This is an optimization exercise on Yosys and OpenROAD, whose aim is small area, a short achievable clock period and few clock cycles per item, not a production implementation.
Only simulation tests tie the RTL to the original design; equivalence was not proved.
No activity file was given, so power comes from the tool's default toggle rates.

== old ==
==> flow/design.v <==
module qprs_gen_rom (
    input  wire [29:0]  sel,
    output wire [359:0] h
);
    assign h =
        ({360{sel[0]}} & 360'h000000000000000000000000000000000000000000000000000000000000000000000000000000000000000001) |
        ({360{sel[1]}} & 360'h000000000000000000000000000000000000000000000000000000000000000000000000000000000000002004) |
        ({360{sel[2]}} & 360'h00000000000000000000000000000000000000000000000000000000000000000000000000000000001002200c) |
        ({360{sel[3]}} & 360'h00000000000000000000000000000000000000000000000000000000000000000000000000000020031010a024) |
        ({360{sel[4]}} & 360'h00000000000000000000000000000000000000000000000000000000000000000000000000030844412480a064) |
        ({360{sel[5]}} & 360'h00000000000000000000000000000000000000000000000000000000000000000000000008a884080852001124) |
        ({360{sel[6]}} & 360'h000000000000000000000000000000000000000000000000000000000000000000000309208014488452312324) |
        ({360{sel[7]}} & 360'h0000000000000000000000000000000000000000000000000000000000000000000508104a18a410a241014924) |
        ({360{sel[8]}} & 360'h000000000000000000000000000000000000000000000000000000000000000089809890488894909462824882) |
        ({360{sel[9]}} & 360'h00000000000000000000000000000000000000000000000000000000000080146130126426280c2a4464802850) |
        ({360{sel[10]}} & 360'h0000000000000000000000000000000000000000000000000000000004803084409104828543141024844024a0) |
        ({360{sel[11]}} & 360'h00000000000000000000000000000000000000000000000000000028184932426024800c06486030a20430c208) |
        ({360{sel[12]}} & 360'h0000000000000000000000000000000000000000000000000003104082440940a2021108041501041884211411) |
        ({360{sel[13]}} & 360'h00000000000000000000000000000000000000000000000048489284248a32480446209444c4a220a30210a022) |
        ({360{sel[14]}} & 360'h00000000000000000000000000000000000000000000005240a08044c4084142912910122123004842a4808061) |
        ({360{sel[15]}} & 360'h000000000000000000000000000000000000000000114088102282889091201484010062841208521290021114) |
        ({360{sel[16]}} & 360'h00000000000000000000000000000000000000022428432110924940a42409191124480904a30c31024420230c) |
        ({360{sel[17]}} & 360'h0000000000000000000000000000000000004428512040802144a124221186090084c80c4a444930150c9148a4) |
        ({360{sel[18]}} & 360'h0000000000000000000000000000000005044a00814124a12a14424098a2304249450514864048442052010802) |
        ({360{sel[19]}} & 360'h0000000000000000000000000000004a248931131180a88804a51408820944a30086000a2842a4009900511450) |
        ({360{sel[20]}} & 360'h0000000000000000000000000002519242424228a008990846224232025106084a2048024081014040219040a0) |
        ({360{sel[21]}} & 360'h00000000000000000000000090944105288a85224a92120431406141106009020952104490850a500404504251) |
        ({360{sel[22]}} & 360'h00000000000000000000020c09126131000240204280a301054808004044249051450522410420484452208504) |
        ({360{sel[23]}} & 360'h00000000000000000030944085132490c8a100182209412121040221188944a30428a8508a150220a49130a312) |
        ({360{sel[24]}} & 360'h0000000000000008014a149404c32188228249032240a24141428124011024208a84282100a84c109888101909) |
        ({360{sel[25]}} & 360'h00000000000026209422144244020a20840c09289130984109044105082211022145080c28241000850c10490a) |
        ({360{sel[26]}} & 360'h00000000085148845000a84905180430131428a81249108129180140a26241411210044a309440441061121900) |
        ({360{sel[27]}} & 360'h00000080911221250044431128850932489130c30911090c02048c0912884a228c44a840914042021060011920) |
        ({360{sel[28]}} & 360'h0004924244082a045152430011281124224991402405024c92425008022442410a85124024a492100808801888) |
        ({360{sel[29]}} & 360'h44a4022920148048502128880a204205121090a50910441285104a50128c20a00928221480080421122190a848);
endmodule
module qprs_rs (
    input  wire        clk,
    input  wire        rst,
    input  wire        cmd_valid,
    output wire        cmd_ready,
    input  wire [15:0] cmd_k,
    input  wire [7:0]  cmd_e,
    input  wire        in_valid,
    output wire        in_ready,
    input  wire [7:0]  in_data,
    output wire        out_valid,
    input  wire        out_ready,
    output wire [7:0]  out_data,
    output wire        out_last,
    output wire        out_err
);
    localparam MAX_EC = 30;
    reg        nq_valid;
    reg  [7:0] nq_k;
    reg  [4:0] nq_e;
    reg        nq_bad;      
    assign cmd_ready = !nq_valid;
    wire cmd_fire = cmd_valid && !nq_valid;
    wire cmd_bad = (cmd_e == 8'd0) || (cmd_e > MAX_EC) ||
                   (cmd_k[15:8] != 8'd0) || (cmd_k[7:0] == 8'd0);
    wire [8:0] nq_sum = {1'b0, nq_k} + {4'd0, nq_e};
    wire nq_ok = !nq_bad && !nq_sum[8];
    reg        cur_active;   
    reg        cur_err;      
    reg        cur_first;    
    reg  [7:0] kcnt;         
    reg  [4:0] cur_e;
    reg        d_valid;
    reg        d_first;
    reg        d_last;
    reg  [4:0] d_e;
    reg  [7:0] d_data;
    reg  [7:0]  q [0:MAX_EC-2];   
    reg         qz;               
    reg  [29:0] p_sel;            
    reg  [7:0]  c0;               
    reg        pend;
    reg  [4:0] pend_e;
    reg        held;
    reg        held_err;
    reg  [4:0] held_e;
    reg  [7:0] obuf [0:MAX_EC-1];
    reg  [4:0] ocnt;
    reg        oerr;
    reg        ovalid;       
    reg        olast;        
    reg        iready;       
    wire load    = held && (!ovalid || (olast && out_ready));
    wire step_ok = !held || load;
    wire proc_go = d_valid && step_ok;
    wire flush   = pend && !d_valid && step_ok;
    wire step    = proc_go || flush;
    assign in_ready = iready;
    wire in_fire  = in_valid && iready;
    wire cur_done = in_fire && (kcnt == 8'd1);
    wire cur_free = (!cur_active && !cur_err) || cur_done;
    wire take     = cur_free && nq_valid;
    wire err_move = cur_err && !d_valid && !pend && !held;
    assign out_valid = ovalid;
    assign out_data  = obuf[0];
    assign out_last  = olast;
    assign out_err   = oerr;
    wire out_fire = ovalid && out_ready;
    wire cur_active_n = take ? nq_ok : (cur_active && !cur_done);
    wire d_valid_n    = in_fire || (d_valid && !proc_go);
    wire held_n       = (step && pend) || err_move || (held && !load);
    wire ovalid_n     = load || (ovalid && !(out_fire && olast));
    wire proc_go_n    = d_valid_n && !(held_n && ovalid_n);
    wire iready_n     = cur_active_n && (!d_valid_n || proc_go_n);
    always @(posedge clk) begin
        if (rst) begin
            nq_valid   <= 1'b0;
            cur_active <= 1'b0;
            cur_err    <= 1'b0;
            d_valid    <= 1'b0;
            pend       <= 1'b0;
            held       <= 1'b0;
            ocnt       <= 5'd0;
            ovalid     <= 1'b0;
            iready     <= 1'b0;
        end else begin
            ovalid <= ovalid_n;
            iready <= iready_n;
            held   <= held_n;
            if (take)
                nq_valid <= 1'b0;
            else if (cmd_fire)
                nq_valid <= 1'b1;
            if (take) begin
                cur_active <= nq_ok;
                cur_err    <= !nq_ok;
            end else begin
                if (cur_done) cur_active <= 1'b0;
                if (err_move) cur_err <= 1'b0;
            end
            if (in_fire)
                d_valid <= 1'b1;
            else if (proc_go)
                d_valid <= 1'b0;
            if (proc_go && d_last)
                pend <= 1'b1;
            else if (step)
                pend <= 1'b0;
            if (load)
                ocnt <= held_err ? 5'd1 : held_e;
            else if (out_fire)
                ocnt <= ocnt - 5'd1;
        end
    end
    always @(posedge clk) begin
        if (cmd_fire) begin
            nq_k   <= cmd_k[7:0];
            nq_e   <= cmd_e[4:0];
            nq_bad <= cmd_bad;
        end
        if (take) begin
            kcnt      <= nq_k;
            cur_e     <= nq_e;
            cur_first <= 1'b1;
        end else if (in_fire) begin
            kcnt      <= kcnt - 8'd1;
            cur_first <= 1'b0;
        end
        if (in_fire) begin
            d_data  <= in_data;
            d_first <= cur_first;
            d_last  <= (kcnt == 8'd1);
            d_e     <= cur_e;
        end
        if (proc_go && d_last)
            pend_e <= d_e;
        if (step && pend) begin
            held_err <= 1'b0;
            held_e   <= pend_e;
        end else if (err_move) begin
            held_err <= 1'b1;
        end
        if (load) begin
            oerr  <= held_err;
            olast <= held_err || (held_e == 5'd1);
        end else if (out_fire) begin
            olast <= (ocnt == 5'd2);
        end
    end
    wire [359:0] genh;
    qprs_gen_rom u_rom (.sel(p_sel), .h(genh));
    reg  [7:0] fbq_l;
    reg  [11:0] hf_reg;          
    reg  [7:0] fbq_g0, fbq_g1, fbq_g2;
    wire [7:0] fv [0:3];
    assign fv[0] = fbq_l;
    assign fv[1] = ~fbq_g0;
    assign fv[2] = fbq_g1;
    assign fv[3] = ~fbq_g2;
    wire [7:0] bp [0:3][0:3][0:2];
    genvar i, j, p, c;
    generate
        for (c = 0; c < 4; c = c + 1) begin : g_copy
            wire [7:0] bm [0:7];    
            assign bm[0] = fv[c];
            for (i = 1; i < 8; i = i + 1) begin : g_b
                assign bm[i] = {bm[i-1][6:0], 1'b0} ^ (bm[i-1][7] ? 8'h1D : 8'h00);
            end
            for (p = 0; p < 4; p = p + 1) begin : g_bp
                assign bp[c][p][0] = bm[2*p];
                assign bp[c][p][1] = bm[2*p+1];
                assign bp[c][p][2] = bm[2*p] ^ bm[2*p+1];
            end
        end
    endgenerate
    wire [7:0] r [0:MAX_EC-1];
    wire [7:0] prod0;            
    generate
        for (j = 0; j < MAX_EC; j = j + 1) begin : g_tap
            localparam integer C = 1 + j / 10;
            wire [11:0] hj = genh[12*j +: 12];
            wire [7:0] pp [0:3];
            for (p = 0; p < 4; p = p + 1) begin : g_pair
                assign pp[p] = ({8{hj[3*p]}}   & bp[C][p][0]) |
                               ({8{hj[3*p+1]}} & bp[C][p][1]) |
                               ({8{hj[3*p+2]}} & bp[C][p][2]);
            end
            if (j == 0) begin : g_p0
                wire [11:0] hf = hf_reg;
                wire [7:0] pf [0:3];
                for (p = 0; p < 4; p = p + 1) begin : g_pairf
                    assign pf[p] = ({8{hf[3*p]}}   & bp[0][p][0]) |
                                   ({8{hf[3*p+1]}} & bp[0][p][1]) |
                                   ({8{hf[3*p+2]}} & bp[0][p][2]);
                end
                assign prod0 = pf[0] ^ pf[1] ^ pf[2] ^ pf[3];
            end
            if (j < MAX_EC - 1) begin : g_q
                assign r[j] = (qz ? 8'h00 : q[j]) ^ pp[0] ^ pp[1] ^ pp[2] ^ pp[3];
            end else begin : g_noq
                assign r[j] = pp[0] ^ pp[1] ^ pp[2] ^ pp[3];
            end
        end
    endgenerate
    wire [29:0] d_sel;
    generate
        for (j = 0; j < MAX_EC; j = j + 1) begin : g_sel
            assign d_sel[j] = (d_e == j + 1);
        end
    endgenerate
    wire [359:0] genh_d;
    qprs_gen_rom u_rom_d (.sel(d_sel), .h(genh_d));
    always @(posedge clk) begin
        if (rst)
            hf_reg <= 12'd0;
        else if (step)
            hf_reg <= (proc_go && !d_last) ? genh_d[11:0] : 12'd0;
    end
    wire [7:0] dq = d_data ^ ((qz || d_first) ? 8'h00 : q[0]);
    integer n;
    always @(posedge clk) begin
        if (rst) begin
            fbq_g1 <= 8'h00;
            fbq_g2 <= 8'hFF;
        end else if (step) begin
            fbq_g1 <= dq ^ prod0;
            fbq_g2 <= ~(dq ^ prod0);
        end
    end
    always @(posedge clk) begin
        if (step) begin
            for (n = 0; n < MAX_EC - 1; n = n + 1)
                q[n] <= r[n+1];
            c0    <= r[0];
            qz    <= d_first || !proc_go;
            fbq_l    <= dq ^ prod0;
            fbq_g0 <= ~(dq ^ prod0);
            p_sel <= d_sel;
        end
    end
    always @(posedge clk) begin
        if (load) begin
            obuf[0] <= held_err ? 8'h03 : c0;
            for (n = 1; n < MAX_EC; n = n + 1)
                obuf[n] <= q[n-1];
        end else if (out_fire) begin
            for (n = 0; n < MAX_EC - 1; n = n + 1)
                obuf[n] <= obuf[n+1];
        end
    end
endmodule
Settings: LEC_CHECK=0, CAP_MARGIN=20, CORE_MARGIN=2, CORE_UTILIZATION=30, PLACE_DENSITY=0.45, SETUP_SLACK_MARGIN=4.8, SLEW_MARGIN=20; clock period 8.0 ns.
run.sh (not shown) runs the stock make flow with config.mk's settings and CLKGATE_MAP_FILE= SYNTH_SCRIPT=/design/flow/synth_recipe.tcl, a recipe that flattens the netlist after the stock synthesis.
Testbench counts of old, summed over its fixed seeds: cycles 30,817, blocks 695.
--- input diff old..new ---
diff --git a/flow/design.v b/flow/design.v
--- a/flow/design.v
+++ b/flow/design.v
@@ -73,7 +73,7 @@
     reg  [7:0] d_data;
     reg  [7:0]  q [0:MAX_EC-2];   
     reg         qz;               
-    reg  [29:0] p_sel;            
+    reg  [29:0] p_sel0, p_sel1, p_sel2;
     reg  [7:0]  c0;               
     reg        pend;
     reg  [4:0] pend_e;
@@ -183,8 +183,11 @@
             olast <= (ocnt == 5'd2);
         end
     end
-    wire [359:0] genh;
-    qprs_gen_rom u_rom (.sel(p_sel), .h(genh));
+    wire [359:0] genh0, genh1, genh2;
+    qprs_gen_rom u_rom0 (.sel(p_sel0),  .h(genh0));
+    qprs_gen_rom u_rom1 (.sel(~p_sel1), .h(genh1));
+    qprs_gen_rom u_rom2 (.sel(p_sel2),  .h(genh2));
+    wire [359:0] genh = {genh2[359:240], genh1[239:120], genh0[119:0]};
     reg  [7:0] fbq_l;
     reg  [11:0] hf_reg;          
     reg  [7:0] fbq_g0, fbq_g1, fbq_g2;
@@ -255,6 +258,12 @@
     wire [7:0] dq = d_data ^ ((qz || d_first) ? 8'h00 : q[0]);
     integer n;
     always @(posedge clk) begin
+        if (rst)
+            p_sel2 <= 30'd0;
+        else if (step)
+            p_sel2 <= d_sel;
+    end
+    always @(posedge clk) begin
         if (rst) begin
             fbq_g1 <= 8'h00;
             fbq_g2 <= 8'hFF;
@@ -271,7 +280,8 @@
             qz    <= d_first || !proc_go;
             fbq_l    <= dq ^ prod0;
             fbq_g0 <= ~(dq ^ prod0);
-            p_sel <= d_sel;
+            p_sel0 <= d_sel;
+            p_sel1 <= ~d_sel;
         end
     end
     always @(posedge clk) begin
==> comparison <==
Area taken by multi-input logic gates ends up lower on new. Delta (new minus old): pin count of the biggest net entering global routing went up, sequential cell area went up. Looking at estimated wirelength of the detail-placed design across both flows, new is the stronger of the two, with old trailing. The total power of new and that of old are within noise of each other. From old to new the numbers moved as follows: post-route clock period utilization now smaller; maximum fanout count along the critical path down 9. Compared with old, new shows number of sequential cells in the layout that has gone up by a few percent. The aggregate global-route resource usage of new falls short of that of old by 2.2 points. On clock network fraction of total power, the higher figure sits with old, not new.
Testbench counts of new, summed over its fixed seeds: cycles 30,817, blocks 695.

========
// qprs_rs: RTL as listed in full above, without the edits since
==> flow/config.mk <==
export PLATFORM = sky130hd
export DESIGN_NAME = qprs_rs
export DESIGN_NICKNAME = qprs_rs
export VERILOG_FILES = /design/flow/design.v
export SDC_FILE = /design/flow/constraint.sdc
export NUM_CORES = 4
export LEC_CHECK = 0
export CAP_MARGIN = 20
export CORE_MARGIN = 2
export CORE_UTILIZATION = 35
export CTS_CLUSTER_DIAMETER = 80
export CTS_CLUSTER_SIZE = 24
export PLACE_DENSITY = 0.5
export SETUP_SLACK_MARGIN = 4.8
export SLEW_MARGIN = 20
==> flow/constraint.sdc <==
create_clock -name core_clock -period 8.0 [get_ports {clk}]
set_input_delay 1.6000 -clock core_clock [delete_from_list [all_inputs] [get_ports {clk}]]
set_output_delay 1.6000 -clock core_clock [all_outputs]
set_load 0.01 [all_outputs]
Testbench counts at the start, summed over its fixed seeds: cycles 30,817, blocks 695.
Then changed:
--- a/flow/design.v
+++ b/flow/design.v
@@ -72,9 +72,9 @@
     reg  [4:0] d_e;
     reg  [7:0] d_data;
     reg  [7:0]  q [0:MAX_EC-2];   
     reg         qz;               
-    reg  [29:0] p_sel;            
+    reg  [29:0] p_sel0, p_sel1, p_sel2;
     reg  [7:0]  c0;               
     reg        pend;
     reg  [4:0] pend_e;
     reg        held;
@@ -182,10 +182,13 @@
         end else if (out_fire) begin
             olast <= (ocnt == 5'd2);
         end
     end
-    wire [359:0] genh;
-    qprs_gen_rom u_rom (.sel(p_sel), .h(genh));
+    wire [359:0] genh0, genh1, genh2;
+    qprs_gen_rom u_rom0 (.sel(p_sel0),  .h(genh0));
+    qprs_gen_rom u_rom1 (.sel(~p_sel1), .h(genh1));
+    qprs_gen_rom u_rom2 (.sel(p_sel2),  .h(genh2));
+    wire [359:0] genh = {genh2[359:240], genh1[239:120], genh0[119:0]};
     reg  [7:0] fbq_l;
     reg  [11:0] hf_reg;          
     reg  [7:0] fbq_g0, fbq_g1, fbq_g2;
     wire [7:0] fv [0:3];
@@ -254,8 +257,14 @@
     end
     wire [7:0] dq = d_data ^ ((qz || d_first) ? 8'h00 : q[0]);
     integer n;
     always @(posedge clk) begin
+        if (rst)
+            p_sel2 <= 30'd0;
+        else if (step)
+            p_sel2 <= d_sel;
+    end
+    always @(posedge clk) begin
         if (rst) begin
             fbq_g1 <= 8'h00;
             fbq_g2 <= 8'hFF;
         end else if (step) begin
@@ -270,9 +279,10 @@
             c0    <= r[0];
             qz    <= d_first || !proc_go;
             fbq_l    <= dq ^ prod0;
             fbq_g0 <= ~(dq ^ prod0);
-            p_sel <= d_sel;
+            p_sel0 <= d_sel;
+            p_sel1 <= ~d_sel;
         end
     end
     always @(posedge clk) begin
         if (load) begin
Result: Via count hardly moves. Setup slack got worse by 0.062 ns. Clock power rises by about 5%. Maximum frequency falls by 1.8%. Count of clock-buffer cells in the layout rises by 4. Area after synthesis rises by 1.7%. Non-clock buffer count falls by 8. Final area rises by 1.6%. Clock skew is about the same. First-iteration DRC count falls by 8.7%.
Testbench counts after the change, summed over its fixed seeds: cycles 30,817, blocks 695.

[separate check: timing with driven ports]
In the flow no input, the clock included, has a driving cell. The finished layouts below were timed again as built, in two steps. Step 1 (the two cells are an assumption about what drives the block):
set clk [get_ports {clk}]
set_driving_cell -lib_cell sky130_fd_sc_hd__clkbuf_16 $clk
set_driving_cell -lib_cell sky130_fd_sc_hd__buf_2 [delete_from_list [all_inputs] $clk]
Step 2 adds t to the input delays and takes it off the output delays; t is the mean of the earliest and latest rising clock arrival at the registers after step 1. Input paths then give back, and output paths get back, about the clock's delay inside the block. a / b / c = no drivers / after step 1 / after step 2; a / b = the first two.
run | t, ns | setup slack, ns | hold WS [ns] | clock arrival spread, ns
old | 0.818 | 4.740 / 4.740 / 4.111 | 0.420 / 0.420 / 0.420 | 0.046 / 0.046
new | 0.782 | 4.767 / 4.767 / 4.105 | 0.416 / 0.416 / 0.416 | 0.071 / 0.071
the first run of note 2 | 0.780 | 4.715 / 4.715 / 4.139 | 0.415 / 0.415 / 0.415 | 0.041 / 0.040
the second run of note 2 | 0.791 | 4.654 / 4.654 / 4.106 | 0.428 / 0.428 / 0.428 | 0.043 / 0.043
After both steps every run listed still meets setup and hold. The setup slack of new, which loses most, moves by 0.000 ns with the drivers and by -0.662 ns with both steps.
